Source: an optimization exercise on an open RTL-to-GDS flow (aim: small area, a short achievable clock period and few clock cycles). Production flows keep margins and buffers that such runs may drop.
In this exercise RTL edits were held to simulation tests only and were not proved equivalent to the original.
Power figures rest on the tool's default switching activity, not on a simulated workload.

==> flow/design.v <==
module ea_engine (
    input  wire        clk,
    input  wire        rst,
    input  wire        req,
    input  wire        we,
    input  wire [1:0]  space,
    input  wire [7:0]  addr,
    input  wire [31:0] wdata,
    output reg  [31:0] rdata,
    output wire        busy
);
    localparam RX_CAP = 21;
    localparam SP_REG = 2'd0;
    localparam SP_PAY = 2'd1;
    localparam SP_TX  = 2'd2;
    localparam SP_RX  = 2'd3;
    localparam R_CMD       = 8'h00;
    localparam R_STATUS    = 8'h01;
    localparam R_FAULT     = 8'h02;
    localparam R_CSACC     = 8'h03;
    localparam R_CS_IN     = 8'h04;
    localparam R_TX_NODE   = 8'h05;
    localparam R_TX_OBJ    = 8'h06;
    localparam R_PAY_LEN   = 8'h07;
    localparam R_TX_LEN    = 8'h08;
    localparam R_TX_CS     = 8'h09;
    localparam R_RX_LEN    = 8'h0A;
    localparam R_RX_PLEN   = 8'h0B;
    localparam R_RX_CSCALC = 8'h0C;
    localparam R_RX_CSRECV = 8'h0D;
    localparam R_FLD_OFF   = 8'h0E;
    localparam R_RAW16     = 8'h0F;
    localparam R_FLD_W32   = 8'h10;
    localparam R_PHYS      = 8'h11;
    localparam R_CAL_V     = 8'h12;
    localparam R_CAL_I     = 8'h13;
    localparam C_NOP     = 8'h00;
    localparam C_CLRERR  = 8'h01;
    localparam C_CSCLR   = 8'h10;
    localparam C_CSADD   = 8'h11;
    localparam C_ENC_Q   = 8'h20;
    localparam C_ENC_S   = 8'h21;
    localparam C_DEC     = 8'h30;
    localparam C_UNPK16  = 8'h40;
    localparam C_PK16    = 8'h41;
    localparam C_F32BITS = 8'h42;
    localparam C_SCUP_V  = 8'h50;
    localparam C_SCUP_I  = 8'h51;
    localparam C_SCDN_V  = 8'h52;
    localparam C_SCDN_I  = 8'h53;
    localparam C_CALLOCK = 8'h60;
    localparam E_OK          = 4'd0;
    localparam E_ILLEGAL_CMD = 4'd1;
    localparam E_ENC_LENGTH  = 4'd2;
    localparam E_OVERRUN     = 4'd3;
    localparam E_TRUNCATED   = 4'd4;
    localparam E_CHECKSUM    = 4'd5;
    localparam E_DEV_FAULT   = 4'd6;
    localparam E_FIELD_RANGE = 4'd7;
    localparam E_NOT_CAL     = 4'd8;
    localparam E_CAL_INVALID = 4'd9;
    localparam E_RANGE       = 4'd10;
    localparam S_IDLE = 2'd0;
    localparam S_UP   = 2'd1;      
    localparam S_DN   = 2'd2;      
    localparam S_LOCK = 2'd3;      
    reg [7:0]  cmd;
    reg [3:0]  err;
    reg        sticky;
    reg        rx_valid;
    reg        rx_ack;
    reg        cal_lock;
    reg [3:0]  fault_kind;
    reg [7:0]  fault_code;
    reg [15:0] csacc;
    reg [7:0]  cs_in;
    reg [7:0]  tx_node;
    reg [7:0]  tx_obj;
    reg [4:0]  pay_len;
    reg [4:0]  tx_len;
    reg [15:0] tx_cs;
    reg [7:0]  rx_len;
    reg [4:0]  rx_plen;
    reg [12:0] rx_cscalc;
    reg [15:0] rx_csrecv;
    reg [7:0]  fld_off;
    reg [15:0] raw16;
    reg [31:0] fld_w32;
    reg [31:0] phys;
    reg [31:0] cal_v;
    reg [31:0] cal_i;
    reg [127:0] pay;
    reg [167:0] tx;
    reg [167:0] rx;
    reg [17:0] a_v, a_i;
    reg [4:0]  b25_v, b25_i;
    reg [1:0]  state;
    reg [3:0]  step;
    reg        sc_ch;       
    reg        sc_neg;      
    reg        sc_ovf;      
    reg [32:0] sc_rem;      
    reg [6:0]  sc_dl;       
    reg [15:0] sc_q;        
    reg [33:0] dn_q;        
    reg [4:0]  dn_r25;      
    reg [9:0]  dn_lo;       
    reg [18:0] dn_pb;       
    reg [4:0]  dn_c;        
    assign busy = (state != S_IDLE);
    wire acc      = req && !busy;
    wire hw       = acc && we;
    wire hw_reg   = hw && (space == SP_REG);
    wire hw_pay   = hw && (space == SP_PAY) && (addr < 8'd16);
    wire hw_rx    = hw && (space == SP_RX) && (addr < RX_CAP);
    wire cmd_go   = hw_reg && (addr == R_CMD);
    wire [7:0] c  = wdata[7:0];
    function [9:0] div25;             
        input [9:0] x;
        reg   [15:0] m;
        reg   [4:0]  q;
        begin
            m = {1'b0, x, 5'd0} + {3'd0, x, 3'd0} + {6'd0, x};
            q = m[14:10];
            div25 = {q, x[4:0] - ({q[0], 4'd0} + {q[1:0], 3'd0} + q)};
        end
    endfunction
    wire [4:0]  enc_n   = pay_len;
    wire        enc_bad = (pay_len > 5'd16);
    wire [3:0]  enc_nm1 = (enc_n == 5'd0) ? 4'd0 : (enc_n[3:0] - 4'd1);
    reg  [12:0] enc_base;            
    integer ei;
    always @(*) begin
        enc_base = {5'd0, 4'b0111, enc_nm1} + {5'd0, tx_node} + {5'd0, tx_obj};
        for (ei = 0; ei < 16; ei = ei + 1)
            enc_base = enc_base + ((ei < enc_n) ? {5'd0, pay[8*ei +: 8]} : 13'd0);
    end
    wire [15:0] enc_cs  = {3'd0, enc_base} + (c[0] ? 16'h0080 : 16'h0000);
    wire [7:0]  enc_sd  = {c[0], 3'b111, enc_nm1};
    wire [4:0]  dec_l    = rx_len[4:0];
    wire        dec_ovr  = (rx_len > RX_CAP);
    wire        dec_trn  = (rx_len < 8'd5);
    reg  [12:0] dec_op [0:52];
    reg  [12:0] dec_ss, dec_sc;
    integer di;
    always @(*) begin
        for (di = 0; di < 19; di = di + 1)
            dec_op[di] = (di + 2 < dec_l) ? {5'd0, rx[8*di +: 8]} : 13'd0;
        for (di = 0; di < 17; di = di + 1) begin
            dec_op[19+2*di] = dec_op[3*di] ^ dec_op[3*di+1] ^ dec_op[3*di+2];
            dec_op[20+2*di] = {(dec_op[3*di] & dec_op[3*di+1]) |
                               (dec_op[3*di] & dec_op[3*di+2]) |
                               (dec_op[3*di+1] & dec_op[3*di+2]), 1'b0};
        end
        dec_ss = dec_op[51];
        dec_sc = dec_op[52];
    end
    wire [12:0] dec_sum = dec_ss + dec_sc;
    wire [4:0]  win_k = c[6] ? fld_off[4:0] : (dec_l - 5'd2);
    reg  [15:0] win;
    integer wi;
    always @(*) begin
        win = 16'd0;
        for (wi = 0; wi < 20; wi = wi + 1)
            if (win_k == wi)
                win = {rx[8*wi +: 8], rx[8*wi+8 +: 8]};
    end
    wire [7:0]  dec_s    = rx[23:16];
    wire [7:0]  dec_e    = rx[31:24];
    reg  [3:0]  dec_kind;
    always @(*) begin
        if (dec_s != 8'hFF)
            dec_kind = 4'd0;
        else begin
            case (dec_e)
                8'h00:   dec_kind = 4'd0;
                8'h03:   dec_kind = 4'd1;
                8'h04:   dec_kind = 4'd2;
                8'h05:   dec_kind = 4'd3;
                8'h07:   dec_kind = 4'd4;
                8'h08:   dec_kind = 4'd5;
                8'h09:   dec_kind = 4'd6;
                8'h0F:   dec_kind = 4'd7;
                8'h30:   dec_kind = 4'd8;
                8'h31:   dec_kind = 4'd9;
                default: dec_kind = 4'd10;
            endcase
        end
    end
    wire [15:0] dec_ka  = {3'd0, dec_ss};
    wire [15:0] dec_kb  = {3'd0, dec_sc};
    wire [15:0] dec_kx  = dec_ka ^ dec_kb ^ win;
    wire [15:0] dec_ky  = {((dec_ka[14:0] & dec_kb[14:0]) |
                            ((dec_ka[14:0] | dec_kb[14:0]) & ~win[14:0])), 1'b0};
    wire dec_csok = (dec_kx == dec_ky);
    wire fld_oob = ({1'b0, fld_off} + 9'd1) >= {1'b0, rx_len};
    wire        p_neg    = phys[31];
    wire [31:0] p_x      = phys ^ {32{p_neg}};
    wire [35:0] up_m     = {p_x, 4'd0} + {1'b0, p_x, 3'd0} + {4'd0, p_x} +
                           {31'd0, p_neg, p_neg, 2'b00, p_neg};
    wire [31:0] sc_nom   = sc_ch ? cal_i : cal_v;
    wire        up_ch    = busy ? sc_ch : c[0];
    wire [31:0] up_nom   = up_ch ? cal_i : cal_v;
    wire [33:0] up_t1    = {sc_rem, sc_dl[6]};
    wire [34:0] up_d1    = {1'b0, up_t1} - {3'd0, sc_nom};
    wire        up_b1    = !up_d1[34];
    wire [32:0] up_r1    = up_b1 ? up_d1[32:0] : up_t1[32:0];
    wire [33:0] up_t2    = busy ? {up_r1, sc_dl[5]} : {4'd0, up_m[35:6]};
    wire [34:0] up_d2    = {1'b0, up_t2} - {3'd0, up_nom};
    wire        up_b2    = !up_d2[34];
    wire [32:0] up_r2    = up_b2 ? up_d2[32:0] : up_t2[32:0];
    wire [15:0] up_q     = sc_q;
    wire        up_tie   = ({sc_rem, 1'b0} == {2'd0, sc_nom});
    wire        up_rup   = up_b1 && (!up_tie || sc_q[0]);
    wire        up_fits  = !sc_ovf && !up_q[15] &&
                           !(up_q[14:0] == 15'h7FFF && up_rup);
    wire        up_fits_n = !sc_ovf && (!up_q[15] || (up_q == 16'h8000 && !up_rup));
    wire [15:0] up_base  = up_q ^ {16{sc_neg}};
    wire [15:0] up_inc   = up_base + 16'd1;
    wire [15:0] up_raw   = (up_rup ^ sc_neg) ? up_inc : up_base;
    wire [17:0] dn_a     = sc_ch ? a_i : a_v;
    wire [14:0] dn_b     = sc_ch ? {b25_i, cal_i[9:0]} : {b25_v, cal_v[9:0]};
    reg  [3:0]  dn_dig, dn_nxt;
    always @(*) begin
        case (step[1:0])
            2'd0: begin dn_dig = raw16[15:12]; dn_nxt = raw16[11:8]; end
            2'd1: begin dn_dig = raw16[11:8];  dn_nxt = raw16[7:4];  end
            2'd2: begin dn_dig = raw16[7:4];   dn_nxt = raw16[3:0];  end
            default: begin dn_dig = raw16[3:0]; dn_nxt = 4'd0; end
        endcase
    end
    wire [19:0] dn_t     = {1'b0, dn_r25, dn_lo, 4'd0} + {1'b0, dn_pb};
    wire [9:0]  dn_div   = div25(dn_t[19:10]);
    wire [33:0] dn_qn    = {dn_q[29:0], 4'd0} + {25'd0, dn_c, 4'd0} + dn_dig * dn_a;
    wire        dn_gt    = (dn_r25 > 5'd12) ||
                           ((dn_r25 == 5'd12) && (dn_lo > 10'd512));
    wire        dn_eq    = (dn_r25 == 5'd12) && (dn_lo == 10'd512);
    wire        dn_rup   = dn_gt || (dn_eq && (dn_q[0] ^ dn_c[0]));
    wire [33:0] dn_p     = dn_q + {29'd0, dn_c} + {33'd0, dn_rup};
    wire        dn_fits  = (dn_p[33:31] == 3'd0);
    wire        pb_ch    = busy ? sc_ch : c[0];
    wire [14:0] pb_b     = pb_ch ? {b25_i, cal_i[9:0]} : {b25_v, cal_v[9:0]};
    wire [3:0]  pb_dig   = busy ? dn_nxt : raw16[15:12];
    wire [18:0] dn_pbv   = pb_dig * pb_b;
    wire        lk_ch    = (step >= 4'd5);
    wire [2:0]  lk_i     = lk_ch ? (step[2:0] - 3'd5) : step[2:0];
    wire [31:0] lk_nom   = lk_ch ? cal_i : cal_v;
    reg  [4:0]  lk_dig;
    always @(*) begin
        case (lk_i)
            3'd0: lk_dig = {3'd0, lk_nom[31:30]};
            3'd1: lk_dig = lk_nom[29:25];
            3'd2: lk_dig = lk_nom[24:20];
            3'd3: lk_dig = lk_nom[19:15];
            default: lk_dig = lk_nom[14:10];
        endcase
    end
    wire [9:0]  lk_div   = div25({(lk_i == 3'd0) ? 5'd0 : dn_r25, lk_dig});
    wire pk16_go = cmd_go && (c == C_PK16);
    wire enc_go  = cmd_go && (c[7:1] == 7'b0010000) && !enc_bad;
    integer bi;
    always @(posedge clk) begin
        for (bi = 0; bi < 16; bi = bi + 1) begin
            if (pk16_go && bi < 2)
                pay[8*bi +: 8] <= (bi == 0) ? raw16[15:8] : raw16[7:0];
            else if (hw_pay && addr[3:0] == bi)
                pay[8*bi +: 8] <= wdata[7:0];
        end
        for (bi = 0; bi < RX_CAP; bi = bi + 1)
            if (hw_rx && addr[4:0] == bi)
                rx[8*bi +: 8] <= wdata[7:0];
        if (enc_go) begin
            tx[7:0]   <= enc_sd;
            tx[15:8]  <= tx_node;
            tx[23:16] <= tx_obj;
            for (bi = 0; bi < 18; bi = bi + 1) begin
                if (bi < enc_n)
                    tx[8*bi+24 +: 8] <= pay[8*(bi < 16 ? bi : 0) +: 8];
                else if (bi == enc_n)
                    tx[8*bi+24 +: 8] <= enc_cs[15:8];
                else if (bi == enc_n + 1)
                    tx[8*bi+24 +: 8] <= enc_cs[7:0];
            end
        end
    end
    always @(posedge clk) begin
        if (rst) begin
            cmd        <= 8'h00;
            err        <= E_OK;
            sticky     <= 1'b0;
            rx_valid   <= 1'b0;
            rx_ack     <= 1'b0;
            cal_lock   <= 1'b0;
            fault_kind <= 4'd0;
            fault_code <= 8'h00;
            csacc      <= 16'h0000;
            cs_in      <= 8'h00;
            tx_node    <= 8'h00;
            tx_obj     <= 8'h00;
            pay_len    <= 5'd0;
            tx_len     <= 5'd0;
            tx_cs      <= 16'h0000;
            rx_len     <= 8'h00;
            rx_plen    <= 5'd0;
            rx_cscalc  <= 13'h0000;
            rx_csrecv  <= 16'h0000;
            fld_off    <= 8'h00;
            raw16      <= 16'h0000;
            fld_w32    <= 32'h0;
            phys       <= 32'h0;
            cal_v      <= 32'h0;
            cal_i      <= 32'h0;
            state      <= S_IDLE;
        end else begin
            if (hw_rx) begin
                rx_valid <= 1'b0;
                rx_ack   <= 1'b0;
            end
            if (hw_reg) begin
                case (addr)
                    R_CSACC:   csacc   <= wdata[15:0];
                    R_CS_IN:   cs_in   <= wdata[7:0];
                    R_TX_NODE: tx_node <= wdata[7:0];
                    R_TX_OBJ:  tx_obj  <= wdata[7:0];
                    R_PAY_LEN: pay_len <= wdata[4:0];
                    R_RX_LEN: begin
                        rx_len   <= wdata[7:0];
                        rx_valid <= 1'b0;
                        rx_ack   <= 1'b0;
                    end
                    R_FLD_OFF: fld_off <= wdata[7:0];
                    R_RAW16:   raw16   <= wdata[15:0];
                    R_PHYS:    phys    <= wdata;
                    R_CAL_V:   if (!cal_lock) cal_v <= wdata;
                    R_CAL_I:   if (!cal_lock) cal_i <= wdata;
                    default: ;
                endcase
            end
            if (cmd_go) begin
                cmd <= c;
                err <= E_OK;
                case (c)
                    C_NOP: ;
                    C_CLRERR: sticky <= 1'b0;
                    C_CSCLR: csacc <= 16'h0000;
                    C_CSADD: csacc <= csacc + {8'h00, cs_in};
                    C_ENC_Q, C_ENC_S: begin
                        if (enc_bad) begin
                            tx_len <= 5'd0;
                            tx_cs  <= 16'h0000;
                            err    <= E_ENC_LENGTH;
                            sticky <= 1'b1;
                        end else begin
                            tx_len <= enc_n + 5'd5;
                            tx_cs  <= enc_cs;
                        end
                    end
                    C_DEC: begin
                        rx_valid   <= 1'b0;
                        rx_ack     <= 1'b0;
                        fault_kind <= 4'd0;
                        fault_code <= 8'h00;
                        rx_plen    <= 5'd0;
                        if (dec_ovr) begin
                            rx_cscalc <= 13'h0000;
                            rx_csrecv <= 16'h0000;
                            err       <= E_OVERRUN;
                            sticky    <= 1'b1;
                        end else if (dec_trn) begin
                            rx_cscalc <= 13'h0000;
                            rx_csrecv <= 16'h0000;
                            err       <= E_TRUNCATED;
                            sticky    <= 1'b1;
                        end else begin
                            rx_cscalc <= dec_sum;
                            rx_csrecv <= win;
                            if (!dec_csok) begin
                                err    <= E_CHECKSUM;
                                sticky <= 1'b1;
                            end else begin
                                rx_valid <= 1'b1;
                                rx_plen  <= dec_l - 5'd5;
                                rx_ack   <= (dec_s == 8'hFF) && (dec_e == 8'h00);
                                if (dec_kind != 4'd0) begin
                                    fault_kind <= dec_kind;
                                    fault_code <= dec_e;
                                    err        <= E_DEV_FAULT;
                                    sticky     <= 1'b1;
                                end
                            end
                        end
                    end
                    C_UNPK16: begin
                        if (dec_ovr) begin
                            err    <= E_OVERRUN;
                            sticky <= 1'b1;
                        end else if (fld_oob) begin
                            err    <= E_FIELD_RANGE;
                            sticky <= 1'b1;
                        end else
                            raw16 <= win;
                    end
                    C_PK16: pay_len <= 5'd2;
                    C_F32BITS: begin
                        if (dec_ovr) begin
                            err    <= E_OVERRUN;
                            sticky <= 1'b1;
                        end else if (rx_len != 8'd9) begin
                            err    <= E_FIELD_RANGE;
                            sticky <= 1'b1;
                        end else
                            fld_w32 <= {rx[55:48], rx[47:40], rx[39:32], rx[31:24]};
                    end
                    C_SCUP_V, C_SCUP_I: begin
                        if (!cal_lock) begin
                            err    <= E_NOT_CAL;
                            sticky <= 1'b1;
                        end else
                            state <= S_UP;
                    end
                    C_SCDN_V, C_SCDN_I: begin
                        if (!cal_lock) begin
                            err    <= E_NOT_CAL;
                            sticky <= 1'b1;
                        end else
                            state <= S_DN;
                    end
                    C_CALLOCK: begin
                        if (!cal_lock) begin
                            if (cal_v == 32'd0 || cal_i == 32'd0) begin
                                err    <= E_CAL_INVALID;
                                sticky <= 1'b1;
                            end else
                                state <= S_LOCK;
                        end
                    end
                    default: begin
                        err    <= E_ILLEGAL_CMD;
                        sticky <= 1'b1;
                    end
                endcase
            end
            case (state)
                S_UP: begin
                    if (step == 4'd8) begin
                        state <= S_IDLE;
                        if (sc_neg ? up_fits_n : up_fits)
                            raw16 <= up_raw;
                        else begin
                            err    <= E_RANGE;
                            sticky <= 1'b1;
                        end
                    end
                end
                S_DN: begin
                    if (step == 4'd4) begin
                        state <= S_IDLE;
                        if (dn_fits)
                            phys <= dn_p[31:0];
                        else begin
                            err    <= E_RANGE;
                            sticky <= 1'b1;
                        end
                    end
                end
                S_LOCK: begin
                    if (step == 4'd9) begin
                        state    <= S_IDLE;
                        cal_lock <= 1'b1;
                    end
                end
                default: ;
            endcase
        end
    end
    always @(posedge clk) begin
        dn_pb <= dn_pbv;
        if (!busy) begin
            step   <= 4'd0;
            sc_ch  <= c[0];
            sc_neg <= p_neg;
            sc_rem <= up_r2;
            sc_dl  <= {up_m[5:0], 1'b0};
            sc_ovf <= up_b2;
            dn_q   <= 34'd0;
            dn_c   <= 5'd0;
            dn_r25 <= 5'd0;
            dn_lo  <= 10'd0;
        end else begin
            step <= step + 4'd1;
            case (state)
                S_UP: begin
                    sc_rem <= up_r2;
                    sc_dl  <= {sc_dl[4:0], 2'b00};
                    sc_q   <= {sc_q[13:0], up_b1, up_b2};
                end
                S_DN: begin
                    dn_q   <= dn_qn;
                    dn_c   <= dn_div[9:5];
                    dn_r25 <= dn_div[4:0];
                    dn_lo  <= dn_t[9:0];
                end
                S_LOCK: begin
                    dn_r25 <= lk_div[4:0];
                    if (lk_ch) begin
                        a_i   <= {a_i[12:0], lk_div[9:5]};
                        b25_i <= lk_div[4:0];
                    end else begin
                        a_v   <= {a_v[12:0], lk_div[9:5]};
                        b25_v <= lk_div[4:0];
                    end
                end
                default: ;
            endcase
        end
    end
    integer ri;
    always @(*) begin
        rdata = 32'h0;
        case (space)
            SP_REG: begin
                case (addr)
                    R_CMD:       rdata = {24'h0, cmd};
                    R_STATUS:    rdata = {24'h0, cal_lock, rx_ack, rx_valid, sticky, err};
                    R_FAULT:     rdata = {16'h0, fault_code, 4'h0, fault_kind};
                    R_CSACC:     rdata = {16'h0, csacc};
                    R_CS_IN:     rdata = {24'h0, cs_in};
                    R_TX_NODE:   rdata = {24'h0, tx_node};
                    R_TX_OBJ:    rdata = {24'h0, tx_obj};
                    R_PAY_LEN:   rdata = {27'h0, pay_len};
                    R_TX_LEN:    rdata = {27'h0, tx_len};
                    R_TX_CS:     rdata = {16'h0, tx_cs};
                    R_RX_LEN:    rdata = {24'h0, rx_len};
                    R_RX_PLEN:   rdata = {27'h0, rx_plen};
                    R_RX_CSCALC: rdata = {19'h0, rx_cscalc};
                    R_RX_CSRECV: rdata = {16'h0, rx_csrecv};
                    R_FLD_OFF:   rdata = {24'h0, fld_off};
                    R_RAW16:     rdata = {16'h0, raw16};
                    R_FLD_W32:   rdata = fld_w32;
                    R_PHYS:      rdata = phys;
                    R_CAL_V:     rdata = cal_v;
                    R_CAL_I:     rdata = cal_i;
                    default:     rdata = 32'h0;
                endcase
            end
            SP_PAY: for (ri = 0; ri < 16; ri = ri + 1)
                        if (addr == ri) rdata = {24'h0, pay[8*ri +: 8]};
            SP_TX:  for (ri = 0; ri < 21; ri = ri + 1)
                        if (addr == ri) rdata = {24'h0, tx[8*ri +: 8]};
            SP_RX:  for (ri = 0; ri < RX_CAP; ri = ri + 1)
                        if (addr == ri) rdata = {24'h0, rx[8*ri +: 8]};
        endcase
    end
endmodule
==> flow/run.sh <==
#!/bin/bash
# synth_recipe.tcl (not shown) runs the flow's synth.tcl, then flattens the netlist and writes it again
# the make line also repeats each setting of config.mk as NAME=value (left out here)
make -C /OpenROAD-flow-scripts/flow DESIGN_CONFIG=/design/flow/config.mk WORK_HOME=/design/flow/orfs CLKGATE_MAP_FILE= SYNTH_SCRIPT=/design/flow/synth_recipe.tcl finish
==> flow/config.mk <==
export PLATFORM = sky130hd
export DESIGN_NAME = ea_engine
export DESIGN_NICKNAME = ea_engine
export VERILOG_FILES = /design/flow/design.v
export SDC_FILE = /design/flow/constraint.sdc
export NUM_CORES = 4
export LEC_CHECK = 0
export CAP_MARGIN = 20
export CORE_MARGIN = 2
export CORE_UTILIZATION = 45
export SETUP_SLACK_MARGIN = 5
export SLEW_MARGIN = 20
==> flow/constraint.sdc <==
create_clock -name core_clock -period 12.0 [get_ports {clk}]
set_input_delay 2.4000 -clock core_clock [delete_from_list [all_inputs] [get_ports {clk}]]
set_output_delay 2.4000 -clock core_clock [all_outputs]
set_load 0.01 [all_outputs]
==> impl_metrics.tcl, run 1 <==
set metrics [dict create \
    grt_util_all_layers_pct 43.6 \
    drt_iter0_drc 9581 \
    max_slew_margin_pct 12.3 \
    start_kind "primary input" \
    hold_path_class "reg -> reg" \
    async_flop_share_pct 0 \
    period_minus_slack_ps 7650 \
    synth.avg_cell_area_sq_um 9.26 \
    reg2reg_to "err[1]" \
    gp_congestion 1.07 \
    drv_cap 0 \
    clk-insertion-delay-late_ps 770 \
    critPathKind "in -> out" \
    outcome "complete, no violations" \
    ys_ff_latch 929 \
    whs_ps 442 \
    p_per_area_nw_per_um2 90.5 \
    io_pins 79 \
    final_cell_area_sq_um 83700 \
    finalCritPeriodShare_pct 63.7 \
    syn_nets 8225 \
    critPathCapture "rdata[7]" \
    die_h_um 395 \
    total_power_mw 7.57 \
    synth_ff_type "edfxtp_1" \
    required_ps 9600 \
    grt_pass1_wl_um 485000 \
    gr-total-overflow 0 \
    core-area_sq_um 152000 \
    die_area_sq_um 156000 \
    peakVddDrop_mv 0.118 \
    io_buffers 78 \
    first_global_vias 63500 \
    cts_made_buffers 108 \
    fp.dieW_um 395 \
    cts_hold_buffers 0 \
    drt-wirelength-per-cell_um 35.6 \
    rsz0062_at_grt "true" \
    wirelength_um 354000 \
    antenna_found_initial 26 \
    finalMaxSlewViolations 0 \
    syn_inst 7447 \
    crit_path_end_kind "output pin" \
    max_clock_freq_ghz 0.131 \
    final_common_cell "nand2_1" \
    num_vias 66600 \
    drc 0 \
    yosys_warnings 2 \
    grt_max_degree 171 \
    clock_skew_ps 45.5 \
    dp_hpwl_um 253000 \
    stdcell_count 9934 \
    drtPass1Iterations 13 \
    p_leak_nw 33.3 \
    tightest_slew_ps 1310 \
    nets 8579 \
    hold-path-cell-count 0 \
    initial_core_util_pct 45.3 \
    ys_seq_area_share_pct 35.2 \
    ys_types 114 \
    htree_levels 3 \
    synth-edff-count 564 \
    fp-row-count 143 \
    post_dp_cell_area_sq_um 72400 \
    cts_tree "done" \
    layout_common_cells "969 x nand2_1, 564 x edfxtp_1, 512 x nor2_1, 479 x inv_1, 472 x a21oi_1" \
    area_growth_pct 21.3 \
    drive_above_1_share_pct 18.9 \
    finalSetupTns_ps 0 \
    ant_nets 0 \
    clockRootBuffer "clkbuf_16" \
    crit_arrival_ps 5250 \
    clockBufferDepth 3 \
    syn_area_sq_um 69000 \
    cts.reportedPaths.clkPinSlew_ps 60 \
    finalHoldViolations 0 \
    critPathMaxFanout 13 \
    reg2regPathDepth 23 \
    setup_viol 0 \
    clock_sinks 929 \
    regToRegStartpoint "rx_len[1]" \
    via_per_inst 6.71 \
    r2r_slack_ps 4700 \
    dp_cells 9317 \
    startpoint "addr[1]" \
]
## through the flow
stage,setup WS [ps],utilization [%]
final,4350,55.0
after global routing,4370,55.0
after CTS,4480,53.6
after detailed placement,1910,47.6
after global placement,2050,47.6
after floorplan,4990,-
## cells in the mapped netlist (all sizes together) (16+ instances only)
| cell | n | area (sq um) |
|---|---|---|
| a2111oi | 18 | 165 |
| a211oi | 59 | 453 |
| a21o | 109 | 818 |
| a21oi | 534 | 2670 |
| a221oi | 67 | 599 |
| a222oi | 71 | 711 |
| a22o | 32 | 280 |
| a22oi | 209 | 1570 |
| a311oi | 29 | 260 |
| a31oi | 80 | 515 |
| and2 | 104 | 651 |
| and3 | 39 | 244 |
| buf | 62 | 340 |
| clkbuf | 337 | 1260 |
| dfxtp | 365 | 7310 |
| edfxtp | 564 | 16900 |
| fa | 369 | 7390 |
| ha | 363 | 4540 |
| inv | 509 | 1910 |
| mux2 | 89 | 1000 |
| mux2i | 173 | 1730 |
| nand2 | 1023 | 3840 |
| nand2b | 45 | 289 |
| nand3 | 174 | 871 |
| nand4 | 54 | 338 |
| nor2 | 570 | 2160 |
| nor2b | 81 | 507 |
| nor3 | 126 | 666 |
| nor4 | 40 | 265 |
| o211ai | 29 | 218 |
| o21a | 51 | 383 |
| o21ai | 303 | 1520 |
| o21bai | 70 | 526 |
| o221ai | 40 | 350 |
| o22ai | 57 | 357 |
| o31ai | 17 | 133 |
| or2 | 22 | 138 |
| or3 | 27 | 169 |
| or4 | 16 | 120 |
| xnor2 | 169 | 1490 |
| xor2 | 138 | 1220 |
## layer usage
layer | vias to the layer above | share of wire, % | global-route usage, %
met5 | - | 0.060 | 0
met4 | 22 | 9.5 | 32.0
met3 | 1481 | 13 | 13.5
met2 | 4922 | 41 | 63.9
met1 | 32700 | 36 | 54.0
li1 | 27500 | - | -
## logic make-up (layout without fill, tap and decap cells)
kind of cell | after synthesis | after routing | synth area share [%]
other | 0 | 9 | 0
muxes | 269 | 269 | 4.19
adders and majority gates | 734 | 734 | 17.3
xor gates and xnor gates | 309 | 309 | 3.99
AOI/OAI and AO/OA | 1918 | 1920 | 18.7
buffers and inverters | 916 | 1357 | 5.14
and+or+nand+nor | 2372 | 2377 | 15.5
DFF | 929 | 929 | 35.2
## worst min path at each step
stage / slack (ps) / start / end
5_1_grt: 450 / a_i[12] / a_i[17]
3_5_place_dp: 430 / a_i[10] / a_i[15]
3_3_place_gp: 430 / a_i[8] / a_i[13]
2_1_floorplan: 420 / a_i[5] / a_i[10]
4_1_cts: 440 / a_i[10] / a_i[15]
6_report: 440 / a_i[10] / a_i[15]
## area by class of cell
cell class	count	area, sq um
tap	2030	2540
clock inverter	67	792
inverter	517	2010
multi-input combinational	5609	44500
clock buffer	137	3030
antenna	9	22.5
sequential	929	24300
fill	13600	68400
timing repair inverter	1	8.76
timing repair buffer	635	6420
## power by group
part	leakage [nW]	switching, mW	total, mW	internal, mW
Sequential	8.20	0.00270	3.37	3.36
Combinational	23.2	0.377	0.557	0.180
Clock	1.86	1.55	3.65	2.10
## worst max-delay path, stage by stage
cell,delay [ps]
buf_16,140
buf_16,160
or4_4,200
buf_6,120
nor2_4,40
buf_12,150
buf_12,150
buf_4,140
a222oi_1,500
nand4_1,380
nor2_4,310
o22ai_1,130
nor2_1,120
o211ai_1,130
buf_2,180
## registers in the layout (all words and copies together) (netlist names), 13 cells and up
register and count:
cal_i 32, phys 32, sc_rem 33, rx_csrecv 16, a_v 18, pay 128
csacc 16, rx_cscalc 13, dn_q 34, rx 168, cal_v 32, fld_w32 32
raw16 16, tx 165, sc_q 16, a_i 18, tx_cs 13, dn_pb 19
## timing repair
item	4_1_cts	5_1_grt
hold endpoints to repair	0	0
pin swaps	220	218
gates cloned	22	6
setup buffers	282	94
gates resized for setup	682	369
endpoints found under the setup margin	279	181
Testbench counts, summed over its fixed seeds: cycles 12,607.
==> run 2: changes to the inputs <==
--- a/flow/config.mk
+++ b/flow/config.mk
@@ -9,4 +9,3 @@
 export CORE_MARGIN = 2
-export CORE_UTILIZATION = 45
-export SETUP_SLACK_MARGIN = 5
+export CORE_UTILIZATION = 40
 export SLEW_MARGIN = 20
==> run 2 against run 1 <==
- still clean
- combinational power is 19% lower
- routed wire length is 7.2% lower
- utilization is 10 points lower
==> impl_metrics.tcl, run 2 <==
set metrics [dict create \
    layout_setup_ws_ps 1580 \
    cts_tree "done" \
    postCtsResizedCells 0 \
    fp.dieW_um 419 \
    num_vias 63400 \
    dp_hpwl_um 249000 \
    grt_max_degree 121 \
    drv_cap 0 \
    outcome "complete, no violations" \
    power_frac_comb_pct 6.1 \
    layout_common_cells "1021 x nand2_1, 564 x edfxtp_1, 548 x nor2_1, 527 x a21oi_1, 508 x inv_1" \
    regMostFlops "rx" \
    gp_congestion 1.05 \
    grt_pass1_wl_um 459000 \
    syn_inst 7447 \
    regToRegStartpoint "pay_len[1]" \
    switching_share_pct 25.3 \
    max_stage_delay_ps 990 \
    synth-edff-count 564 \
    period_minus_slack_ps 10420 \
    tightest_slew_ps 1160 \
    ys_ff_latch 929 \
    htree_levels 3 \
    area_growth_pct 10.8 \
    worstHoldStart "a_v[10]" \
    cts_setup_buffers 0 \
    crit_path_end_kind "output pin" \
    max_clock_freq_ghz 0.0960 \
    cts.reportedPaths.clkPinSlew_ps 50 \
    synth_top_cell_area_share_pct 24.6 \
    syn_area_sq_um 69000 \
    nets 8182 \
    power_frac_clock_pct 48.0 \
    drive_above_1_share_pct 7.59 \
    slowest_stage "nor4_2" \
    ant_nets 0 \
    clock_sinks 929 \
    finalSetupTns_ps 0 \
    async_flop_share_pct 0 \
    critPathMaxFanout 13 \
    grt_util_all_layers_pct 36.7 \
    setup_viol 0 \
    first_global_vias 60400 \
    max_slew_margin_pct 21.5 \
    synth_common_cells "1022 x nand2_1, 564 x edfxtp_1, 563 x nor2_1" \
    initial_core_util_pct 40.2 \
    io_pins 79 \
    die_h_um 419 \
    ys_seq_area_share_pct 35.2 \
    fp-row-count 152 \
    die_area_sq_um 176000 \
    synth_most_common_cell "nand2_1" \
    hold_path_class "reg -> reg" \
    io_buffers 78 \
    p_per_area_nw_per_um2 96.3 \
    dp_cells 9603 \
    synth_ff_type "edfxtp_1" \
    start_kind "primary input" \
    via_per_inst 6.45 \
    largest_reg_flops 168 \
    dp_slack_ps 1790 \
    yosysTopAreaCell "edfxtp_1" \
    finalHoldViolations 0 \
    yosys_warnings 2 \
    p_seq_share_pct 45.8 \
    finalCritPeriodShare_pct 86.8 \
    antenna_found_initial 19 \
    drc 0 \
    rsz0062_at_grt "false" \
    p_switching_mw 1.86 \
    crit_arrival_ps 8020 \
    drtPass1Iterations 10 \
    critPathKind "in -> out" \
    clockRootBuffer "clkbuf_16" \
    drt-wirelength-per-cell_um 33.4 \
    wirelength_um 328000 \
    clk-insertion-delay-late_ps 800 \
    clock_skew_ps 55.0 \
    stdcell_count 9819 \
    p_leak_nw 29.9 \
    final_common_cell "nand2_1" \
    syn_nets 8225 \
    p_int_mw 5.50 \
    ys_types 114 \
    cts_made_buffers 108 \
    peakVddDrop_mv 0.127 \
    core-area_sq_um 171000 \
    largestRegisters "rx x168, tx x165, pay x128" \
    finalMaxSlewViolations 0 \
    required_ps 9600 \
    drt_iter0_drc 9454 \
    gr-total-overflow 0 \
    cts_hold_buffers 0 \
    synth_area_leaders "edfxtp_1 25%, fa_1 11%, dfxtp_1 11%" \
    synth.avg_cell_area_sq_um 9.26 \
    clockBufferDepth 3 \
    crit_chain "clkdlybuf4s50_1 -> nor4_2 -> nand2_1 -> nor2_1 -> buf_4 -> a221oi_1 -> o21ai_0 -> mux2i_1 -> nand3_1 -> o221ai_1 -> o21ai_0 -> a21oi_1 -> o41ai_1 -> clkdlybuf4s50_1" \
    startpoint "addr[4]" \
]
-- run 2: cell counts after synthesis --
No cell type changed its count.
-- run 2: routing by layer --
layer	part of all wire, %	vias up	routed length [um]	global-route usage, %
met5	0.031	-	101	0
met4	9.8	14	32300	28.9
met3	11	1199	34700	9.07
met2	43	4263	140000	55.0
met1	37	31200	121000	45.2
li1	-	26700	-	-
-- run 2: cell families (layout without fill, tap and decap cells) --
group	after synthesis	count (layout)	share of synthesized area [%]
AOI/OAI and AO/OA	1918	1918	18.7
xor gates and xnor gates	309	309	3.99
adders and majority gates	734	734	17.3
buffers and inverters	916	964	5.14
DFF	929	929	35.2
muxes	269	269	4.19
other	0	14	0
and+or+nand+nor	2372	2372	15.5
-- run 2: area by class of cell --
class                      count  area (sq um)
tap                         2310          2890
fill                       16600         94900
multi-input combinational   5602         41500
antenna                       14          35.0
clock inverter                70           774
sequential                   929         24200
timing repair buffer         246          2020
inverter                     517          1940
clock buffer                 131          2970
-- run 2: power groups by stage --
stage	sequential [mW]	clock, mW	combinational (mW)
final	3.37	3.54	0.450
after global routing	3.37	3.66	0.461
after CTS	3.37	3.55	0.431
after detailed placement	3.44	0	0.429
after global placement	3.44	0	0.429
after floorplan	3.44	0	0.233
-- run 2: worst max-delay path: cells and delay by family --
family / cells / cell delay [ps]
and+or+nand+nor: 4 / 2230
AOI/OAI and AO/OA: 6 / 1530
muxes: 1 / 170
buffers and inverters: 3 / 1680
-- run 2: worst paths after layout --
kind / slack (ps) / end / depth (start not counted)
worst max-delay path: 1580 / rdata[6] / 14
worst max register to register: 2270 / tx[148] / 27
worst min register to register: 440 / a_v[15] / 0
worst min-delay path: 440 / a_v[15] / 0
-- run 2: per-stage QoR --
stage | utilization, % | cell area [sq um] | hold slack, ps | power [mW]
CTS | 44.5 | 76300 | 439 | 7.35
finish | 44.6 | 76400 | 441 | 7.36
detailed placement | 42.4 | 72600 | 430 | 3.87
floorplan | - | 69000 | 420 | 3.67
global placement | 42.3 | 72600 | 425 | 3.87
global route | 44.6 | 76400 | 450 | 7.49
==> run 3: changes to the inputs <==
--- a/flow/design.v
+++ b/flow/design.v
@@ -109,3 +109,7 @@
     reg [4:0]  dn_c;        
-    assign busy = (state != S_IDLE);
+    reg        sm;
+    reg        retry;
+    reg [15:0] pay_mask;
+    reg [18:0] rx_mask;
+    assign busy = (state != S_IDLE) || retry;
     wire acc      = req && !busy;
@@ -127,14 +131,8 @@
     endfunction
+    wire        c_enc   = (c[7:1] == 7'b0010000);       
+    wire        c_dec   = (c == C_DEC);
+    wire        k_enc   = (cmd[7:1] == 7'b0010000);     
     wire [4:0]  enc_n   = pay_len;
     wire        enc_bad = (pay_len > 5'd16);
-    wire [3:0]  enc_nm1 = (enc_n == 5'd0) ? 4'd0 : (enc_n[3:0] - 4'd1);
-    reg  [12:0] enc_base;            
-    integer ei;
-    always @(*) begin
-        enc_base = {5'd0, 4'b0111, enc_nm1} + {5'd0, tx_node} + {5'd0, tx_obj};
-        for (ei = 0; ei < 16; ei = ei + 1)
-            enc_base = enc_base + ((ei < enc_n) ? {5'd0, pay[8*ei +: 8]} : 13'd0);
-    end
-    wire [15:0] enc_cs  = {3'd0, enc_base} + (c[0] ? 16'h0080 : 16'h0000);
-    wire [7:0]  enc_sd  = {c[0], 3'b111, enc_nm1};
+    reg  [3:0]  enc_nm1;                 
     wire [4:0]  dec_l    = rx_len[4:0];
@@ -142,19 +140,37 @@
     wire        dec_trn  = (rx_len < 8'd5);
-    reg  [12:0] dec_op [0:52];
-    reg  [12:0] dec_ss, dec_sc;
+    wire        enc_send = retry ? cmd[0] : c[0];     
+    reg  [12:0] sum_op [0:52];
+    reg  [12:0] sum_ss, sum_sc;
     integer di;
     always @(*) begin
-        for (di = 0; di < 19; di = di + 1)
-            dec_op[di] = (di + 2 < dec_l) ? {5'd0, rx[8*di +: 8]} : 13'd0;
+        for (di = 0; di < 19; di = di + 1) begin
+            if (sm)
+                sum_op[di] = rx_mask[di] ? {5'd0, rx[8*di +: 8]} : 13'd0;
+            else if (di == 0)
+                sum_op[di] = {5'd0, 4'b0111, enc_nm1};
+            else if (di == 1)
+                sum_op[di] = {5'd0, tx_node};
+            else if (di == 2)
+                sum_op[di] = {5'd0, tx_obj};
+            else
+                sum_op[di] = pay_mask[di-3] ? {5'd0, pay[8*(di-3) +: 8]} : 13'd0;
+        end
         for (di = 0; di < 17; di = di + 1) begin
-            dec_op[19+2*di] = dec_op[3*di] ^ dec_op[3*di+1] ^ dec_op[3*di+2];
-            dec_op[20+2*di] = {(dec_op[3*di] & dec_op[3*di+1]) |
-                               (dec_op[3*di] & dec_op[3*di+2]) |
-                               (dec_op[3*di+1] & dec_op[3*di+2]), 1'b0};
+            sum_op[19+2*di] = sum_op[3*di] ^ sum_op[3*di+1] ^ sum_op[3*di+2];
+            sum_op[20+2*di] = {(sum_op[3*di] & sum_op[3*di+1]) |
+                               (sum_op[3*di] & sum_op[3*di+2]) |
+                               (sum_op[3*di+1] & sum_op[3*di+2]), 1'b0};
         end
-        dec_ss = dec_op[51];
-        dec_sc = dec_op[52];
+        sum_ss = sum_op[51];
+        sum_sc = sum_op[52];
     end
-    wire [12:0] dec_sum = dec_ss + dec_sc;
-    wire [4:0]  win_k = c[6] ? fld_off[4:0] : (dec_l - 5'd2);
+    wire [12:0] sum_cs  = sum_ss + sum_sc + {5'd0, enc_send, 7'd0};
+    wire [15:0] enc_cs  = {3'd0, sum_cs};
+    wire [7:0]  enc_sd  = {enc_send, 3'b111, enc_nm1};
+    wire enc_now  = cmd_go && c_enc && !enc_bad;
+    wire dec_now  = cmd_go && c_dec && !dec_ovr && !dec_trn;
+    wire enc_go   = (enc_now && !sm) || (retry && k_enc);
+    wire dec_go   = (dec_now && sm) || (retry && !k_enc);
+    wire do_retry = (enc_now && sm) || (dec_now && !sm);
+    wire [4:0]  win_k = (c[6] && !busy) ? fld_off[4:0] : (dec_l - 5'd2);
     reg  [15:0] win;
@@ -189,4 +205,4 @@
     end
-    wire [15:0] dec_ka  = {3'd0, dec_ss};
-    wire [15:0] dec_kb  = {3'd0, dec_sc};
+    wire [15:0] dec_ka  = {3'd0, sum_ss};
+    wire [15:0] dec_kb  = {3'd0, sum_sc};
     wire [15:0] dec_kx  = dec_ka ^ dec_kb ^ win;
@@ -238,3 +254,5 @@
     wire        dn_rup   = dn_gt || (dn_eq && (dn_q[0] ^ dn_c[0]));
-    wire [33:0] dn_p     = dn_q + {29'd0, dn_c} + {33'd0, dn_rup};
+    wire [6:0]  dn_plo   = {1'b0, dn_q[5:0]} + {2'd0, dn_c} + {6'd0, dn_rup};
+    wire [27:0] dn_phi   = dn_q[33:6] + {27'd0, dn_plo[6]};
+    wire [33:0] dn_p     = {dn_phi, dn_plo[5:0]};
     wire        dn_fits  = (dn_p[33:31] == 3'd0);
@@ -243,19 +261,18 @@
     wire [3:0]  pb_dig   = busy ? dn_nxt : raw16[15:12];
-    wire [18:0] dn_pbv   = pb_dig * pb_b;
-    wire        lk_ch    = (step >= 4'd5);
-    wire [2:0]  lk_i     = lk_ch ? (step[2:0] - 3'd5) : step[2:0];
+    wire [18:0] dn_pbv   = (state == S_LOCK) ? 19'd0 : pb_dig * pb_b;
+    wire        lk_ch    = (step >= 4'd7);
+    wire [3:0]  lk_k     = lk_ch ? (step - 4'd7) : step;
     wire [31:0] lk_nom   = lk_ch ? cal_i : cal_v;
-    reg  [4:0]  lk_dig;
+    reg  [3:0]  lk_dig;                      
     always @(*) begin
-        case (lk_i)
-            3'd0: lk_dig = {3'd0, lk_nom[31:30]};
-            3'd1: lk_dig = lk_nom[29:25];
-            3'd2: lk_dig = lk_nom[24:20];
-            3'd3: lk_dig = lk_nom[19:15];
-            default: lk_dig = lk_nom[14:10];
+        case (lk_k[2:0])
+            3'd0: lk_dig = {2'd0, lk_nom[31:30]};
+            3'd1: lk_dig = lk_nom[29:26];
+            3'd2: lk_dig = lk_nom[25:22];
+            3'd3: lk_dig = lk_nom[21:18];
+            3'd4: lk_dig = lk_nom[17:14];
+            default: lk_dig = lk_nom[13:10];
         endcase
     end
-    wire [9:0]  lk_div   = div25({(lk_i == 3'd0) ? 5'd0 : dn_r25, lk_dig});
     wire pk16_go = cmd_go && (c == C_PK16);
-    wire enc_go  = cmd_go && (c[7:1] == 7'b0010000) && !enc_bad;
     integer bi;
@@ -285,2 +302,3 @@
     end
+    integer mi;
     always @(posedge clk) begin
@@ -313,2 +331,7 @@
             state      <= S_IDLE;
+            sm         <= 1'b0;
+            retry      <= 1'b0;
+            pay_mask   <= 16'd0;
+            enc_nm1    <= 4'd0;
+            rx_mask    <= 19'd0;
         end else begin
@@ -324,5 +347,12 @@
                     R_TX_OBJ:  tx_obj  <= wdata[7:0];
-                    R_PAY_LEN: pay_len <= wdata[4:0];
+                    R_PAY_LEN: begin
+                        pay_len <= wdata[4:0];
+                        enc_nm1 <= (wdata[4:0] == 5'd0) ? 4'd0 : (wdata[3:0] - 4'd1);
+                        for (mi = 0; mi < 16; mi = mi + 1)
+                            pay_mask[mi] <= (mi < wdata[4:0]);
+                    end
                     R_RX_LEN: begin
                         rx_len   <= wdata[7:0];
+                        for (mi = 0; mi < 19; mi = mi + 1)
+                            rx_mask[mi] <= (mi + 2 < wdata[7:0]);
                         rx_valid <= 1'b0;
@@ -352,5 +382,2 @@
                             sticky <= 1'b1;
-                        end else begin
-                            tx_len <= enc_n + 5'd5;
-                            tx_cs  <= enc_cs;
                         end
@@ -373,19 +400,2 @@
                             sticky    <= 1'b1;
-                        end else begin
-                            rx_cscalc <= dec_sum;
-                            rx_csrecv <= win;
-                            if (!dec_csok) begin
-                                err    <= E_CHECKSUM;
-                                sticky <= 1'b1;
-                            end else begin
-                                rx_valid <= 1'b1;
-                                rx_plen  <= dec_l - 5'd5;
-                                rx_ack   <= (dec_s == 8'hFF) && (dec_e == 8'h00);
-                                if (dec_kind != 4'd0) begin
-                                    fault_kind <= dec_kind;
-                                    fault_code <= dec_e;
-                                    err        <= E_DEV_FAULT;
-                                    sticky     <= 1'b1;
-                                end
-                            end
                         end
@@ -402,3 +412,7 @@
                     end
-                    C_PK16: pay_len <= 5'd2;
+                    C_PK16: begin
+                        pay_len  <= 5'd2;
+                        enc_nm1  <= 4'd1;
+                        pay_mask <= 16'h0003;
+                    end
                     C_F32BITS: begin
@@ -442,2 +456,32 @@
             end
+            if (enc_go) begin
+                tx_len <= enc_n + 5'd5;
+                tx_cs  <= enc_cs;
+            end
+            if (dec_go) begin
+                rx_cscalc <= sum_cs;
+                rx_csrecv <= win;
+                if (!dec_csok) begin
+                    err    <= E_CHECKSUM;
+                    sticky <= 1'b1;
+                end else begin
+                    rx_valid <= 1'b1;
+                    rx_plen  <= dec_l - 5'd5;
+                    rx_ack   <= (dec_s == 8'hFF) && (dec_e == 8'h00);
+                    if (dec_kind != 4'd0) begin
+                        fault_kind <= dec_kind;
+                        fault_code <= dec_e;
+                        err        <= E_DEV_FAULT;
+                        sticky     <= 1'b1;
+                    end
+                end
+            end
+            retry <= do_retry;
+            if (do_retry)
+                sm <= !sm;
+            else if (hw_rx || (hw_reg && addr == R_RX_LEN))
+                sm <= 1'b1;
+            else if (hw_pay || (hw_reg && (addr == R_PAY_LEN || addr == R_TX_NODE ||
+                                          addr == R_TX_OBJ)))
+                sm <= 1'b0;
             case (state)
@@ -466,3 +510,3 @@
                 S_LOCK: begin
-                    if (step == 4'd9) begin
+                    if (step == 4'd13) begin
                         state    <= S_IDLE;
@@ -503,9 +547,14 @@
                 S_LOCK: begin
-                    dn_r25 <= lk_div[4:0];
-                    if (lk_ch) begin
-                        a_i   <= {a_i[12:0], lk_div[9:5]};
-                        b25_i <= lk_div[4:0];
-                    end else begin
-                        a_v   <= {a_v[12:0], lk_div[9:5]};
-                        b25_v <= lk_div[4:0];
+                    dn_lo  <= {lk_dig, 6'd0};
+                    if (lk_k == 4'd0)
+                        dn_r25 <= 5'd0;
+                    else begin
+                        dn_r25 <= dn_div[4:0];
+                        if (lk_ch) begin
+                            a_i   <= {a_i[13:0], dn_div[8:5]};
+                            b25_i <= dn_div[4:0];
+                        end else begin
+                            a_v   <= {a_v[13:0], dn_div[8:5]};
+                            b25_v <= dn_div[4:0];
+                        end
                     end
@@ -516,2 +565,35 @@
     end
+    wire [31:0] reg_v [0:19];
+    assign reg_v[0]  = {24'h0, cmd};
+    assign reg_v[1]  = {24'h0, cal_lock, rx_ack, rx_valid, sticky, err};
+    assign reg_v[2]  = {16'h0, fault_code, 4'h0, fault_kind};
+    assign reg_v[3]  = {16'h0, csacc};
+    assign reg_v[4]  = {24'h0, cs_in};
+    assign reg_v[5]  = {24'h0, tx_node};
+    assign reg_v[6]  = {24'h0, tx_obj};
+    assign reg_v[7]  = {27'h0, pay_len};
+    assign reg_v[8]  = {27'h0, tx_len};
+    assign reg_v[9]  = {16'h0, tx_cs};
+    assign reg_v[10] = {24'h0, rx_len};
+    assign reg_v[11] = {27'h0, rx_plen};
+    assign reg_v[12] = {19'h0, rx_cscalc};
+    assign reg_v[13] = {16'h0, rx_csrecv};
+    assign reg_v[14] = {24'h0, fld_off};
+    assign reg_v[15] = {16'h0, raw16};
+    assign reg_v[16] = fld_w32;
+    assign reg_v[17] = phys;
+    assign reg_v[18] = cal_v;
+    assign reg_v[19] = cal_i;
+    wire        a_hi0 = (addr[7:5] == 3'd0);
+    wire [31:0] a_dec;                   
+    genvar gi;
+    generate
+        for (gi = 0; gi < 32; gi = gi + 1) begin : g_dec
+            assign a_dec[gi] = a_hi0 && (addr[4:0] == gi);
+        end
+    endgenerate
+    wire s_reg = (space == SP_REG);
+    wire s_pay = (space == SP_PAY);
+    wire s_tx  = (space == SP_TX);
+    wire s_rx  = (space == SP_RX);
     integer ri;
@@ -519,35 +601,10 @@
         rdata = 32'h0;
-        case (space)
-            SP_REG: begin
-                case (addr)
-                    R_CMD:       rdata = {24'h0, cmd};
-                    R_STATUS:    rdata = {24'h0, cal_lock, rx_ack, rx_valid, sticky, err};
-                    R_FAULT:     rdata = {16'h0, fault_code, 4'h0, fault_kind};
-                    R_CSACC:     rdata = {16'h0, csacc};
-                    R_CS_IN:     rdata = {24'h0, cs_in};
-                    R_TX_NODE:   rdata = {24'h0, tx_node};
-                    R_TX_OBJ:    rdata = {24'h0, tx_obj};
-                    R_PAY_LEN:   rdata = {27'h0, pay_len};
-                    R_TX_LEN:    rdata = {27'h0, tx_len};
-                    R_TX_CS:     rdata = {16'h0, tx_cs};
-                    R_RX_LEN:    rdata = {24'h0, rx_len};
-                    R_RX_PLEN:   rdata = {27'h0, rx_plen};
-                    R_RX_CSCALC: rdata = {19'h0, rx_cscalc};
-                    R_RX_CSRECV: rdata = {16'h0, rx_csrecv};
-                    R_FLD_OFF:   rdata = {24'h0, fld_off};
-                    R_RAW16:     rdata = {16'h0, raw16};
-                    R_FLD_W32:   rdata = fld_w32;
-                    R_PHYS:      rdata = phys;
-                    R_CAL_V:     rdata = cal_v;
-                    R_CAL_I:     rdata = cal_i;
-                    default:     rdata = 32'h0;
-                endcase
-            end
-            SP_PAY: for (ri = 0; ri < 16; ri = ri + 1)
-                        if (addr == ri) rdata = {24'h0, pay[8*ri +: 8]};
-            SP_TX:  for (ri = 0; ri < 21; ri = ri + 1)
-                        if (addr == ri) rdata = {24'h0, tx[8*ri +: 8]};
-            SP_RX:  for (ri = 0; ri < RX_CAP; ri = ri + 1)
-                        if (addr == ri) rdata = {24'h0, rx[8*ri +: 8]};
-        endcase
+        for (ri = 0; ri < 20; ri = ri + 1)
+            rdata = rdata | (reg_v[ri] & {32{s_reg && a_dec[ri]}});
+        for (ri = 0; ri < 16; ri = ri + 1)
+            rdata[7:0] = rdata[7:0] | (pay[8*ri +: 8] & {8{s_pay && a_dec[ri]}});
+        for (ri = 0; ri < 21; ri = ri + 1)
+            rdata[7:0] = rdata[7:0] | (tx[8*ri +: 8] & {8{s_tx && a_dec[ri]}});
+        for (ri = 0; ri < RX_CAP; ri = ri + 1)
+            rdata[7:0] = rdata[7:0] | (rx[8*ri +: 8] & {8{s_rx && a_dec[ri]}});
     end
--- a/flow/config.mk
+++ b/flow/config.mk
@@ -7,5 +7,7 @@
 export LEC_CHECK = 0
+export ABC_AREA = 1
 export CAP_MARGIN = 20
 export CORE_MARGIN = 2
-export CORE_UTILIZATION = 40
+export CORE_UTILIZATION = 60
+export SETUP_SLACK_MARGIN = 4.6
 export SLEW_MARGIN = 20
==> run 3 against run 2 <==
- the flow now stops in global routing
- synthesized cell count grew 10%
- synthesized area decreased by 4.3%
==> impl_metrics.tcl, run 3 <==
set metrics [dict create \
    synth-edff-count 564 \
    clockRootBuffer "clkbuf_16" \
    htree_levels 3 \
    yosysTopAreaCell "edfxtp_1" \
    gp_congestion 1.34 \
    syn_inst 8204 \
    die_h_um 336 \
    yosys_warnings 2 \
    syn_area_sq_um 66000 \
    clockBufferDepth 3 \
    outcome "did not finish" \
    clock_sinks 970 \
    synth_top_cell_area_share_pct 25.7 \
    ys_seq_area_share_pct 38.0 \
    synth_common_cells "1554 x nand2_1, 1274 x inv_1, 704 x nor2_1" \
    grt_util_all_layers_pct 78.6 \
    synth_area_leaders "edfxtp_1 26%, dfxtp_1 12%, nand2_1 8.8%" \
    synth_most_common_cell "nand2_1" \
    ys_types 75 \
    synth_ff_type "edfxtp_1" \
    error "[ERROR GRT-0116] Global routing finished with congestion. Check the congestion regions in the DRC Viewer." \
    ys_ff_latch 970 \
    syn_nets 8819 \
    fp-row-count 121 \
    io_pins 79 \
    cts_made_buffers 104 \
    initial_core_util_pct 60.6 \
    dp_slack_ps 1610 \
    grt_pass1_wl_um 637000 \
    async_flop_share_pct 0 \
    grt_max_degree 81 \
    io_buffers 78 \
    haltStage "global routing" \
    gr-total-overflow 656 \
    fp.dieW_um 336 \
    first_global_vias 78900 \
    dp_hpwl_um 286000 \
    synth.avg_cell_area_sq_um 8.05 \
]
==> run 3: kinds of logic after synthesis <==
family	after synthesis	synth area share (%)
simple gates	2840	18.0
compound gates	2026	18.3
mux	9	0.140
xor+xnor	206	2.73
flops	970	38.0
fa+ha+maj	569	13.8
buf+inv	1584	9.12
==> run 3: worst max-delay path by stage <==
stage,endpoint,depth (start not counted),startpoint
after CTS,rdata[0],16,space[1]
after detailed placement,rdata[0],16,addr[1]
after global placement,rdata[0],16,addr[1]
after floorplan,tx[100],34,sm
==> run 3: repair_timing <==
item | 4_1_cts
gates resized for setup | 671
buffers inserted | 155
pin swaps | 105
setup endpoints to repair | 288
hold buffers | 0
cloned | 11
==> run 3: per-stage QoR <==
step           cell area, sq um  utilization [%]  std cells  hold slack, ps
4_1_cts                   76100             69.8       9929             413
3_5_place_dp              68600             63.0       9567             420
3_3_place_gp              68600             62.9       9565             415
2_1_floorplan             66000                -       8204             408
==> run 3: power by group through the flow <==
stage                     Clock, mW  Sequential [mW]  Combinational (mW)
after global placement            0             3.58               0.347
after CTS                      3.45             3.50               0.388
after floorplan                   0             3.57               0.185
after detailed placement          0             3.58               0.354
==> run 3: routing by layer <==
metal  GRT overflow  GRT usage [%]
met1             11           80.7
met4            284           75.5
met5              2           31.8
met3             16           65.3
met2            343           92.5
Testbench counts of run 3, summed over its fixed seeds: cycles 12,639.
==> run 4: changes to the inputs <==
--- a/flow/config.mk
+++ b/flow/config.mk
@@ -10,3 +10,3 @@
 export CORE_MARGIN = 2
-export CORE_UTILIZATION = 60
+export CORE_UTILIZATION = 45
 export SETUP_SLACK_MARGIN = 4.6
==> run 4 against run 3 <==
- the run now finishes clean
- synthesized area did not move
- synthesized cell count unchanged
==> impl_metrics.tcl, run 4 <==
set metrics [dict create \
    crit_path_end_kind "output pin" \
    switching_share_pct 26.3 \
    max_stage_delay_ps 420 \
    drc 0 \
    cts_hold_buffers 0 \
    post_dp_cell_area_sq_um 69700 \
    hold_path_class "reg -> reg" \
    dp_hpwl_um 328000 \
    die_h_um 387 \
    wirelength_um 430000 \
    cts_tree "done" \
    startpoint "addr[7]" \
    max_slew_margin_pct 9.16 \
    clock_skew_ps 49.8 \
    drt-wirelength-per-cell_um 40.5 \
    htree_levels 3 \
    first_global_vias 67500 \
    worst-path-stages 18 \
    max_clock_freq_ghz 0.127 \
    total_power_mw 7.66 \
    p_switching_mw 2.02 \
    crit_chain "buf_8 -> nor3_4 -> inv_2 -> nor2_4 -> inv_4 -> buf_12 -> nor2_4 -> inv_4 -> buf_12 -> nor2_4 -> nand2_1 -> nand2_1 -> a21oi_2 -> nand4_1 -> nor3_4 -> nand4_1 -> buf_4 -> buf_6" \
    cts.reportedPaths.clkPinSlew_ps 70 \
    wl_met2_um 170000 \
    synth-edff-count 564 \
    largest_reg_flops 168 \
    wl_met3_um 63600 \
    ys_types 75 \
    reg2reg_to "tx[43]" \
    p_leak_nw 33.7 \
    gp_congestion 1.27 \
    start_kind "primary input" \
    grt_max_degree 93 \
    yosys_warnings 2 \
    synth_area_leaders "edfxtp_1 26%, dfxtp_1 12%, nand2_1 8.8%" \
    outcome "complete, no violations" \
    area_growth_pct 21.4 \
    num_vias 72700 \
    via_per_inst 6.85 \
    core-area_sq_um 146000 \
    required_ps 9600 \
    syn_nets 8819 \
    gr-total-overflow 0 \
    slowest_stage "nor3_4" \
    clock_sinks 970 \
    synth.avg_cell_area_sq_um 8.05 \
    layout_common_cells "1452 x nand2_1, 1166 x inv_1, 618 x nor2_1, 571 x o21ai_0, 567 x a21oi_1" \
    drive_above_1_share_pct 15.8 \
    drv_cap 0 \
    clockBufferDepth 3 \
    clockRootBuffer "clkbuf_16" \
    reg2regPathDepth 26 \
    met1_length_um 138000 \
    nets 9184 \
    cts_made_buffers 114 \
    io_pins 79 \
    r2r_slack_ps 4280 \
    ys_ff_latch 970 \
    regToRegStartpoint "pay[1]" \
    drt_iter0_drc 13400 \
    crit_family "simple AND/OR/NAND/NOR gates" \
    grt_util_all_layers_pct 55.7 \
    io_buffers 78 \
    drtPass1Iterations 10 \
    top_layer_used "met5" \
    p_seq_share_pct 45.7 \
    rsz0062_at_grt "true" \
    cp_num_buf_inv 8 \
    synth_top_cell_area_share_pct 25.7 \
    p_int_mw 5.65 \
    p_per_area_nw_per_um2 95.6 \
    regMostFlops "rx" \
    syn_area_sq_um 66000 \
    clk-insertion-delay-late_ps 800 \
    yosysTopAreaCell "edfxtp_1" \
    antenna_found_initial 40 \
    synth_ff_type "edfxtp_1" \
    synth_common_cells "1554 x nand2_1, 1274 x inv_1, 704 x nor2_1" \
    peakVddDrop_mv 0.135 \
    finalCritPeriodShare_pct 65.4 \
    initial_core_util_pct 45.3 \
    critPathCapture "rdata[1]" \
    tightest_slew_ps 1360 \
    die_area_sq_um 150000 \
    synth_most_common_cell "nand2_1" \
    post-route-util_pct 55.1 \
    final_cell_area_sq_um 80100 \
    syn_inst 8204 \
    ant_nets 0 \
    finalHoldViolations 0 \
    power_frac_comb_pct 6.2 \
    crit_arrival_ps 5440 \
    largestRegisters "rx x168, tx x165, pay x128" \
    async_flop_share_pct 0 \
    fp-row-count 140 \
    finalMaxSlewViolations 0 \
    power_frac_clock_pct 48.1 \
    ys_seq_area_share_pct 38.0 \
    critPathMaxFanout 7 \
    final_common_cell "nand2_1" \
    grt_pass1_wl_um 571000 \
    critPathKind "in -> out" \
    fp.dieW_um 387 \
    period_minus_slack_ps 7840 \
    cp_common_cell "nor2_4" \
    setup_viol 0 \
    finalSetupTns_ps 0 \
]
[run 4: cell counts after synthesis]
Identical to the previous run, type by type.
[run 4: how the worst min path moves through the flow]
stage                     slack (ps)  cells after the start        from     end
after detailed placement         420                      0  tx_node[4]  tx[12]
after floorplan                  410                      0  enc_nm1[0]   tx[0]
after CTS                        400                      0  enc_nm1[2]   tx[2]
after global placement           410                      0  tx_node[0]   tx[8]
final                            390                      0  enc_nm1[0]   tx[0]
after global routing             400                      0  enc_nm1[0]   tx[0]
[run 4: final cells by class]
cell class,instances,area (sq um)
clock buffers,146,3140
diodes,32,80.1
repair buffers,522,5210
flip-flops and latches,970,25100
fillers,13100,65400
well taps,1917,2400
clock inverters,70,661
multi-input cells,5651,38400
inverters,1309,5150
repair inverters,1,5.00
[run 4: timing repair]
action | in CTS | in global routing
pin swaps | 97 | 108
endpoints found under the setup margin | 264 | 243
resized for setup | 770 | 360
setup buffers | 151 | 89
cloned | 6 | 2
[run 4: cells by family after synthesis]
logic type	share of synthesized area, %
muxes	0.140
and+or+nand+nor	18.0
buffers and inverters	9.12
DFF	38.0
adders and majority gates	13.8
AOI/OAI and AO/OA	18.3
xor gates and xnor gates	2.73
[run 4: per-stage QoR]
| step | hold slack, ps | setup slack (ps) | std cells |
|---|---|---|---|
| 2_1_floorplan | 408 | 4790 | 8204 |
| 3_3_place_gp | 410 | 1330 | 10100 |
| 3_5_place_dp | 417 | 1740 | 10100 |
| 4_1_cts | 395 | 4290 | 10500 |
| 5_1_grt | 395 | 4200 | 10600 |
| 6_report | 389 | 4160 | 10600 |
[run 4: power groups by stage]
stage                     combinational (mW)  sequential (mW)  clock [mW]
after floorplan                        0.185             3.57           0
after global placement                 0.384             3.58           0
after detailed placement               0.388             3.58           0
after CTS                              0.418             3.50        3.64
after global routing                   0.472             3.50        3.76
final                                  0.472             3.50        3.69
[run 4: per-layer routing]
layer | vias up | global-route usage [%]
met5 | - | 1.37
met4 | 30 | 55.9
met3 | 2457 | 25.1
met2 | 7116 | 78.9
met1 | 34400 | 60.4
li1 | 28700 | -

[port drivers added, routing unchanged]
The results above use ideal ports. As a check the final layouts listed here were re-extracted and re-timed, cells and wires unchanged. Step 1 assumes that a clkbuf_16 drives the clock port and a buf_2 every other input. Step 2 adds t to the input delays and takes it off the output delays; t is the mean of the earliest and latest rising clock arrival at the registers after step 1. Input paths then give back, and output paths get back, about the clock's delay inside the block. a / b / c = no drivers / after step 1 / after step 2; a / b = the first two.
| run | t, ns | setup WS [ns] | hold slack, ns | slew at the worst register clock pin (ns) |
|---|---|---|---|---|
| run 1 | 0.833 | 4.353 / 4.074 / 3.775 | 0.442 / 0.442 / 0.442 | 0.07 / 0.07 |
| run 2 | 0.859 | 1.579 / 1.556 / 1.556 | 0.441 / 0.441 / 0.441 | 0.07 / 0.07 |
| run 4 | 0.866 | 4.157 / 4.101 / 3.448 | 0.389 / 0.389 / 0.389 | 0.07 / 0.07 |
After both steps every run listed still meets setup and hold. The setup slack of run 4, which loses most, moves by -0.056 ns with the drivers and by -0.709 ns with both steps.
